This is an optimization exercise on Yosys and OpenROAD, whose aim is small area, a short achievable clock period and few clock cycles per item, not a production implementation.

Setup of red:
// radio_mode_fsm
module radio_mode_fsm #(
    parameter [7:0]  CHANNEL_RESET = 8'h0B,
    parameter [15:0] CCACFG_RESET  = 16'h0000
) (
    input  wire        clk,
    input  wire        rst,             
    input  wire        in_valid,
    output wire        in_ready,
    input  wire        in_kind,         
    input  wire [31:0] in_word,
    input  wire [31:0] in_arg,
    input  wire        in_abortable,    
    input  wire        in_ack_req,      
    input  wire [31:0] pool_handle,
    output wire        pool_take,
    output wire        rsp_valid,
    output wire [31:0] rsp_word,
    output wire        out_valid,
    output wire [31:0] out_w0,
    output wire [31:0] out_w1,
    output wire [1:0]  need,
    output reg  [7:0]  hw_channel,
    output reg  [15:0] hw_cca,
    output wire [7:0]  fault
);
    localparam [4:0] ST_DIS   = 5'b00_000, ST_SLEEP = 5'b00_001,
                     ST_WT    = 5'b01_000, ST_WRF   = 5'b01_001,
                     ST_RXH   = 5'b01_010, ST_RXF   = 5'b01_011,
                     ST_ED    = 5'b01_100, ST_CCA   = 5'b01_101,
                     ST_TXACK = 5'b10_000, ST_CCATX = 5'b10_001,
                     ST_TXF   = 5'b10_010, ST_RXACK = 5'b10_011,
                     ST_CC    = 5'b10_100;
    localparam [3:0] E_RXS  = 4'b0000, E_DIS  = 4'b0001,
                     E_AM0  = 4'b0010, E_AM1  = 4'b0011,
                     E_RXC0 = 4'b0100, E_RXC1 = 4'b0101,
                     E_TXC  = 4'b0110, E_TSG  = 4'b0111,
                     E_ACK0 = 4'b1000, E_ACK1 = 4'b1001,
                     E_ATO  = 4'b1010, E_TSR  = 4'b1011,
                     E_EDC  = 4'b1100, E_EDC1 = 4'b1101,   
                     E_CCA0 = 4'b1110, E_CCA1 = 4'b1111;
    localparam [2:0] R_TX = 3'd0, R_RX = 3'd1, R_ED = 3'd2, R_EDAB = 3'd3,
                     R_CCA = 3'd4, R_CCAAB = 3'd5;
    reg  [4:0]  state;
    reg         ts_granted;
    reg  [31:0] rx_buffer;
    reg         rx_none;             
    reg         pending_rx;
    reg         resume;
    reg         job_ack_req;
    reg  [31:0] job_frame;           
    reg  [7:0]  cfg_channel;
    reg         pending_channel;
  ...
Settings: LEC_CHECK=0, ABC_AREA=1, CAP_MARGIN=20, CORE_MARGIN=2, CORE_UTILIZATION=45, CTS_BUF_LIST=sky130_fd_sc_hd__clkbuf_4, PLACE_DENSITY=0.62, SETUP_SLACK_MARGIN=5.0, SLEW_MARGIN=20; clock period 8.0 ns.
standard.sh (not shown) runs the stock make flow with config.mk's settings and CLKGATE_MAP_FILE= SYNTH_SCRIPT=/design/flow/synth_recipe.tcl, a recipe that flattens the netlist after the stock synthesis.
==> flow/flow/run.sh <==
#!/bin/bash
# The standard layout (standard.sh), with every port buffered by a
# sky130_fd_sc_hd__buf_1 instead of the cell buffer_ports picks by default,
# and clock tree synthesis without dummy loads.
set -euo pipefail
export BUFFER_PORTS_ARGS="-buffer_cell sky130_fd_sc_hd__buf_1"
export CTS_ARGS="-sink_clustering_enable -repair_clock_nets -buf_list sky130_fd_sc_hd__clkbuf_4 -dont_use_dummy_load"
bash standard.sh > standard.log 2>&1
Modified inputs, blue compared to red
--- a/flow/design.v
+++ b/flow/design.v
@@ -55,27 +55,26 @@
     reg         cs_held;
     reg  [2:0]  fault_r;
     reg  [3:0]  evq [0:15];          
     reg  [4:0]  evq_tail;            
     reg  [3:0]  evq_head;
     reg  [4:0]  evq_count;           
     reg  [3:0]  evq_last;            
     reg         ed_held;             
-    reg  [7:0]  energy;
     reg         ready_r;
     reg         ok_r;                
     reg         take_r;
     reg         rsp_v;
     reg  [3:0]  rsp_lo;
     reg  [3:0]  rsp_hi;
     reg         rec_v;
     reg  [2:0]  rec_type;
     reg  [7:0]  rec_lo;
-    assign in_ready  = ready_r && ok_r && !take_r;
+    assign in_ready  = ready_r && ok_r;
     assign pool_take = take_r && ok_r;
     assign rsp_valid = rsp_v && ok_r;
     assign rsp_word  = {24'd0, rsp_hi, rsp_lo};
     assign out_valid = rec_v && ok_r;
     assign out_w0    = {5'b10000, rec_type, 16'd0, rec_lo};
     assign out_w1    = job_frame;
     assign need      = state[4:3];
     assign fault     = {5'd0, fault_r};
@@ -116,17 +115,17 @@
         endcase
     end
     wire queued  = (evq_tail != 5'd0);   
     wire drain   = ok_r && !take_r && !cs_held && queued;
     wire last    = ({1'b0, evq_head} + 5'd1 == evq_tail);    
     wire [3:0] qcode = evq[evq_head];
     wire [7:0] opc = in_word[31:24];
     wire b0        = in_word[0];
-    wire acc       = in_valid && ready_r && ok_r && !take_r;
+    wire acc       = in_valid && ready_r && ok_r;
     wire acc_cmd   = acc && !in_kind;
     wire acc_ev    = acc && in_kind;
     wire [4:0] cop = opc[4:0];           
     wire c_CSE = acc_cmd && cop == 5'h0E;
     wire c_CSX = acc_cmd && cop == 5'h0F;
     wire [3:0] dcode = (opc[5] || opc[3]) ? {opc[5] && opc[0], opc[5] && !opc[0], opc[5], 1'b1}
                                           : {opc[2:0], b0};
     wire dev   = acc_ev && !cs_held;             
@@ -296,17 +295,19 @@
     wire rec           = acc ? (in_kind ? ev_now && e_rec : rec_K) : drain && e_rec;
     wire n_cs = c_CSE ? 1'b1 : c_CSX ? 1'b0 : cs_held;
     wire c_CHU = acc_cmd && cop == 5'h0A;
     wire c_CCU = acc_cmd && cop == 5'h0B;
     wire upd_channel = (pending_channel && into_set) || (c_CHU && inset);
     wire upd_cca     = (pending_cca && into_set) || (c_CCU && inset);
     wire n_pending_channel = (pending_channel && !into_set) || (c_CHU && !inset);
     wire n_pending_cca     = (pending_cca && !into_set) || (c_CCU && !inset);
-    wire [7:0] n_rec_lo = (e_rtype == R_ED) ? (dev ? in_word[7:0] : energy) : {6'd0, e_lo};
+    wire ld_energy = enq && d_EDC && !ed_held;
+    wire ld_rec_lo = ld_energy || (rec && !(e_rtype == R_ED && !dev));
+    wire [7:0] n_rec_lo = (e_rtype == R_ED) ? in_word[7:0] : {6'd0, e_lo};
     wire [3:0] n_rsp_hi = (cop == 5'h08) ? state_code : 4'd0;
     wire z23_8 = (in_word[23:8] == 16'd0);
     wire z7_1  = (in_word[7:1] == 7'd0);
     reg        ev_ok;
     always @* begin
         case (opc)
             8'h40, 8'h43, 8'h45, 8'h48, 8'h60, 8'h61: ev_ok = z23_8 && z7_1 && !b0;
             8'h41, 8'h42, 8'h44, 8'h47:               ev_ok = z23_8 && z7_1;
@@ -345,17 +346,17 @@
             else if (opc == 8'h0E && cs_held)
                 step_fault = 3'd3;
             else if (opc == 8'h0F && !cs_held)
                 step_fault = 3'd4;
         end
     end
     wire faulting = acc && (step_fault != 3'd0);
     wire [4:0] n_tail = qev ? (last ? 5'd0 : evq_tail) : (store ? evq_tail + 5'd1 : evq_tail);
-    wire n_ready = n_cs || n_tail == 5'd0;
+    wire n_ready = !take && (n_cs || n_tail == 5'd0);
     always @(posedge clk) begin
         if (rst) begin
             state           <= ST_SLEEP;
             ts_granted      <= 1'b0;
             rx_none         <= 1'b1;
             pending_rx      <= 1'b0;
             resume          <= 1'b0;
             cfg_channel     <= CHANNEL_RESET;
@@ -417,19 +418,18 @@
         if (acc_cmd && cop == 5'h03 && !txfam)
             job_ack_req <= in_ack_req;
         if (!txfam)
             job_frame <= (sED || sCCA) ? 32'd0 :
                          (sRXF && !(acc_cmd && cop == 5'h03)) ? rx_buffer : in_arg;
         rsp_lo      <= acc_cmd ? k_rsp : 4'd1;
         rsp_hi      <= n_rsp_hi;
         rec_type    <= e_rtype;
-        rec_lo      <= n_rec_lo;
+        if (ld_rec_lo)
+            rec_lo <= n_rec_lo;
         if (rx_none || (evgo && e_fresh))
             rx_buffer <= (acc_cmd && cop == 5'h09) ? in_arg : pool_handle;
-        if (enq && d_EDC && !ed_held)
-            energy <= in_word[7:0];
         if (enq && !tsr_drop)
             evq_last <= dcode;
         if (store)
             evq[evq_tail[3:0]] <= dcode;
     end
 endmodule
## What came out
Diff red -> blue | multi-input gate share of the layout cell area | increase of 1.2 points
On post-synthesis instance area, blue tracks red almost exactly.
On clock buffer and inverter area fraction after layout, the lower figure sits with blue, not red.
Re via count: blue is 324 up on red.
Sort blue and red by smallest setup slack after layout, descending, and red comes first.
Compare blue and red | multiplexer share of the synthesized area higher: blue
Max cell count along the critical path across blue and red: blue
Measured against each other, blue and red differ in cell count, the lower figure coming from red.
No functional check of the RTL was part of any run of this note.

## static timing again, ports no longer ideal
The results above use ideal ports. As a check the final layouts listed here were re-extracted and re-timed, cells and wires unchanged.
Step 1 sets driving cells, clkbuf_16 on the clock port and buf_2 on the other inputs (assumed; they add their load-dependent delay and slew).
Step 2 also shifts input and output timing later by t, the mid clock arrival at the registers, as if the neighbouring blocks saw the same clock.
a / b / c = ideal / step 1 / step 2; a / b = the first two.
run	t, ns	setup slack, ns	worst hold slack (ns)	worst setup path at the end	slew at the worst register clock pin (ns)
red	0.680	4.996 / 4.969 / 4.289	0.445 / 0.445 / 0.445	input to register	0.07 / 0.07
blue	0.699	4.945 / 4.938 / 4.239	0.467 / 0.467 / 0.467	input to register	0.07 / 0.07
After both steps every run listed still meets setup and hold. The setup slack of red, which loses most, moves by -0.027 ns with the drivers and by -0.707 ns with both steps.
